From an optimization exercise on the open Yosys and OpenROAD flow, aimed at a short achievable clock period and few clock cycles; shortcuts taken in it are not production practice. Only simulation tests tie the RTL to the original design; equivalence was not proved. No activity file was given, so power comes from the tool's default toggle rates.

Setup of v31:
## pentaur_core
module pentaur_core (
    input  wire        clk,
    input  wire        rst,
    input  wire [31:0] prog_len,
    output wire [31:0] imem_addr,
    input  wire [95:0] imem_rdata,
    output reg         dmem_en,
    output reg         dmem_we,
    output reg  [16:0] dmem_addr,
    output reg  [31:0] dmem_wdata,
    input  wire [31:0] dmem_rdata,
    output reg         io_en,
    output reg         io_we,
    output reg  [31:0] io_addr,
    output reg  [31:0] io_wdata,
    input  wire [31:0] io_rdata,
    output wire        halted,
    output wire [2:0]  err,
    output wire [31:0] halt_pc,
    output wire [3:0]  flags
);
    localparam OP_MOV    = 5'd0,  OP_MOVSEG = 5'd1,  OP_ADD  = 5'd2,  OP_SUB  = 5'd3,
               OP_AND    = 5'd4,  OP_OR     = 5'd5,  OP_XOR  = 5'd6,  OP_NOT  = 5'd7,
               OP_SHL    = 5'd8,  OP_SHR    = 5'd9,  OP_ROL  = 5'd10, OP_ROR  = 5'd11,
               OP_INC    = 5'd12, OP_DEC    = 5'd13, OP_CMP  = 5'd14, OP_LOAD = 5'd15,
               OP_STORE  = 5'd16, OP_PUSH   = 5'd17, OP_POP  = 5'd18, OP_IN   = 5'd19,
               OP_OUT    = 5'd20, OP_JMP    = 5'd21, OP_JE   = 5'd22, OP_JNE  = 5'd23,
               OP_JG     = 5'd24, OP_JL     = 5'd25;
    localparam E_NONE = 3'd0, E_ADDR = 3'd1, E_DEST = 3'd2, E_SEG = 3'd3,
               E_SRC  = 3'd4, E_OP   = 3'd5;
    integer i, j;
    localparam PW = 96 + 55;
    localparam K_WRR = 96, K_MSEG = 97, K_LOAD = 98, K_STORE = 99, K_PUSH = 100,
               K_POP = 101, K_IN = 102, K_OUT = 103, K_JMP = 104, K_JE = 105,
               K_JNE = 106, K_JG = 107, K_JL = 108, K_R1 = 109, K_R2 = 110,
               K_FL = 111, K_BONE = 112, K_MDS = 113, K_MSS = 114,
               K_PRE = 115,             
               K_POST = 118,            
               K_C = 121,               
               K_LDST = 132,
               K_S1 = 133,              
               K_S2 = 142;              
    function automatic [PW-1:0] predecode(input [95:0] w);
        reg [4:0] op;
        reg [3:0] dest;
        reg       use1, use2, r1, r2, wrr, alu, fsrc;
        integer   k;
        begin
            op   = w[4:0];
            dest = w[8:5];
            alu  = (op <= OP_CMP) && (op != OP_MOVSEG);
  ...
==> flow/config.mk <==
export PLATFORM = sky130hd
export DESIGN_NAME = pentaur_core
export DESIGN_NICKNAME = pentaur_core
export VERILOG_FILES = /design/flow/design.v
export SDC_FILE = /design/flow/constraint.sdc
export NUM_CORES = 4
export LEC_CHECK = 0
export ABC_CLOCK_PERIOD_IN_PS = 2500
export CAP_MARGIN = 20
export CORE_MARGIN = 2
export CORE_UTILIZATION = 60
export CTS_CLUSTER_DIAMETER = 100
export CTS_CLUSTER_SIZE = 20
export PLACE_DENSITY = 0.75
export SLEW_MARGIN = 20
==> flow/constraint.sdc <==
create_clock -name core_clock -period 10.0 [get_ports {clk}]
set_input_delay 2.0000 -clock core_clock [delete_from_list [all_inputs] [get_ports {clk}]]
set_output_delay 2.0000 -clock core_clock [all_outputs]
set_load 0.01 [all_outputs]
standard.sh (not shown) runs the stock make flow with config.mk's settings and CLKGATE_MAP_FILE= SYNTH_SCRIPT=/design/flow/synth_recipe.tcl, a recipe that flattens the netlist after the stock synthesis.
==> flow/flow/run.sh <==
#!/bin/bash
set -euo pipefail
export SETUP_SLACK_MARGIN=7
bash standard.sh > standard.log 2>&1
Testbench counts of v31, summed over its fixed seeds: cycles 43,680.
The following lists how v19 was set up differently from v31:
Settings: changing CORE_UTILIZATION from 60 to 50; changing PLACE_DENSITY from 0.75 to 0.65; changing CTS_CLUSTER_SIZE from 20 to 25.
==> comparison <==
As far as sequential share of layout area is concerned, v19 and v31 perform about the same. Looking at beginning of the critical path, the pc_f[12] result is from v19; the pc_f[14] one comes from v31. Per the comparison of v19 with v31, number of remaining DRC errors was more or less identical; number of setup buffers added after CTS went up by 11%. Per the comparison of v19 with v31, final worst setup slack moved up; die outline area has increased; final cell count without fillers moved up; global-route wire length before repair moved up. Taking v31 as the reference, in v19 number of clock sinks roughly the same, final total power -1.5%, worst path arrival time saw a decrease, via count dropped 1706.
What v37 does differently from v19 at the input level:
Settings: PLACE_DENSITY: 0.65 -> 0.6; CORE_UTILIZATION: 50 -> 40.
### Flow results
Relative to v19, met2 track demand over resource in global routing decreased by 9.9 points in v37.
In the flow results for v19 and v37, the switching share of total power is larger on v37.
Relative to v19, met3 routing resource usage after global routing has decreased by 1.4 points in v37.
Looking at met1 track utilization from global routing, v37 sits 8.5 points lower than v19 does.
On fraction of final layout cells sized beyond drive strength 1, v19 and v37 are basically level.
Summary of v37 over v19: area after synthesis saw little to no change; worst setup slack moved down; height of the die up about 12%; wire length on met1 +about 5%.
[compare] base=v19 new=v37: final cell count climbed about 4.4%, number of well-tap cells placed higher.
--- input diff v37..v1 ---
Settings: CORE_UTILIZATION changed from 40 to 55; PLACE_DENSITY changed from 0.6 to 0.7; CTS_CLUSTER_SIZE changed from 25 to 20.
### Flow results
- [compare] base=v37 new=v1: area added between synthesis and finish went down; sequential power now sits at about the same level; area enclosed by the die boundary decreased by about 27% relative to the old numbers.
- Routed wire length (higher): v37
- Global-route usage: lower on v37

-- static timing again, ports no longer ideal --
In the flow no input, the clock included, has a driving cell. The finished layouts below were timed again as built, in two steps.
Step 1 sets driving cells, clkbuf_16 on the clock port and buf_2 on the other inputs (assumed; they add their load-dependent delay and slew).
Step 2, shift: input delay + t, output delay - t, t = (earliest + latest rising clock arrival at the registers) / 2. This alone moves slack from input paths to output paths.
Three values: no drivers, after step 1, after step 2; two values: the first two.
| run | shift t [ns] | setup slack, ns | hold WS [ns] | worst slew at a driven data input, ns |
|---|---|---|---|---|
| v31 | 0.835 | 6.622 / 6.535 / 5.990 | 0.331 / 0.331 / 0.331 | 0.19 |
| v19 | 0.822 | 6.644 / 6.562 / 6.072 | 0.336 / 0.336 / 0.336 | 0.17 |
| v37 | 0.844 | 6.593 / 6.506 / 6.139 | 0.388 / 0.388 / 0.388 | 0.25 |
| v1 | 0.803 | 6.666 / 6.581 / 6.089 | 0.342 / 0.342 / 0.342 | 0.15 |
After both steps every run listed still meets setup and hold. For v31, which loses most, drivers alone change the setup slack by -0.087 ns; drivers and shift together by -0.632 ns.
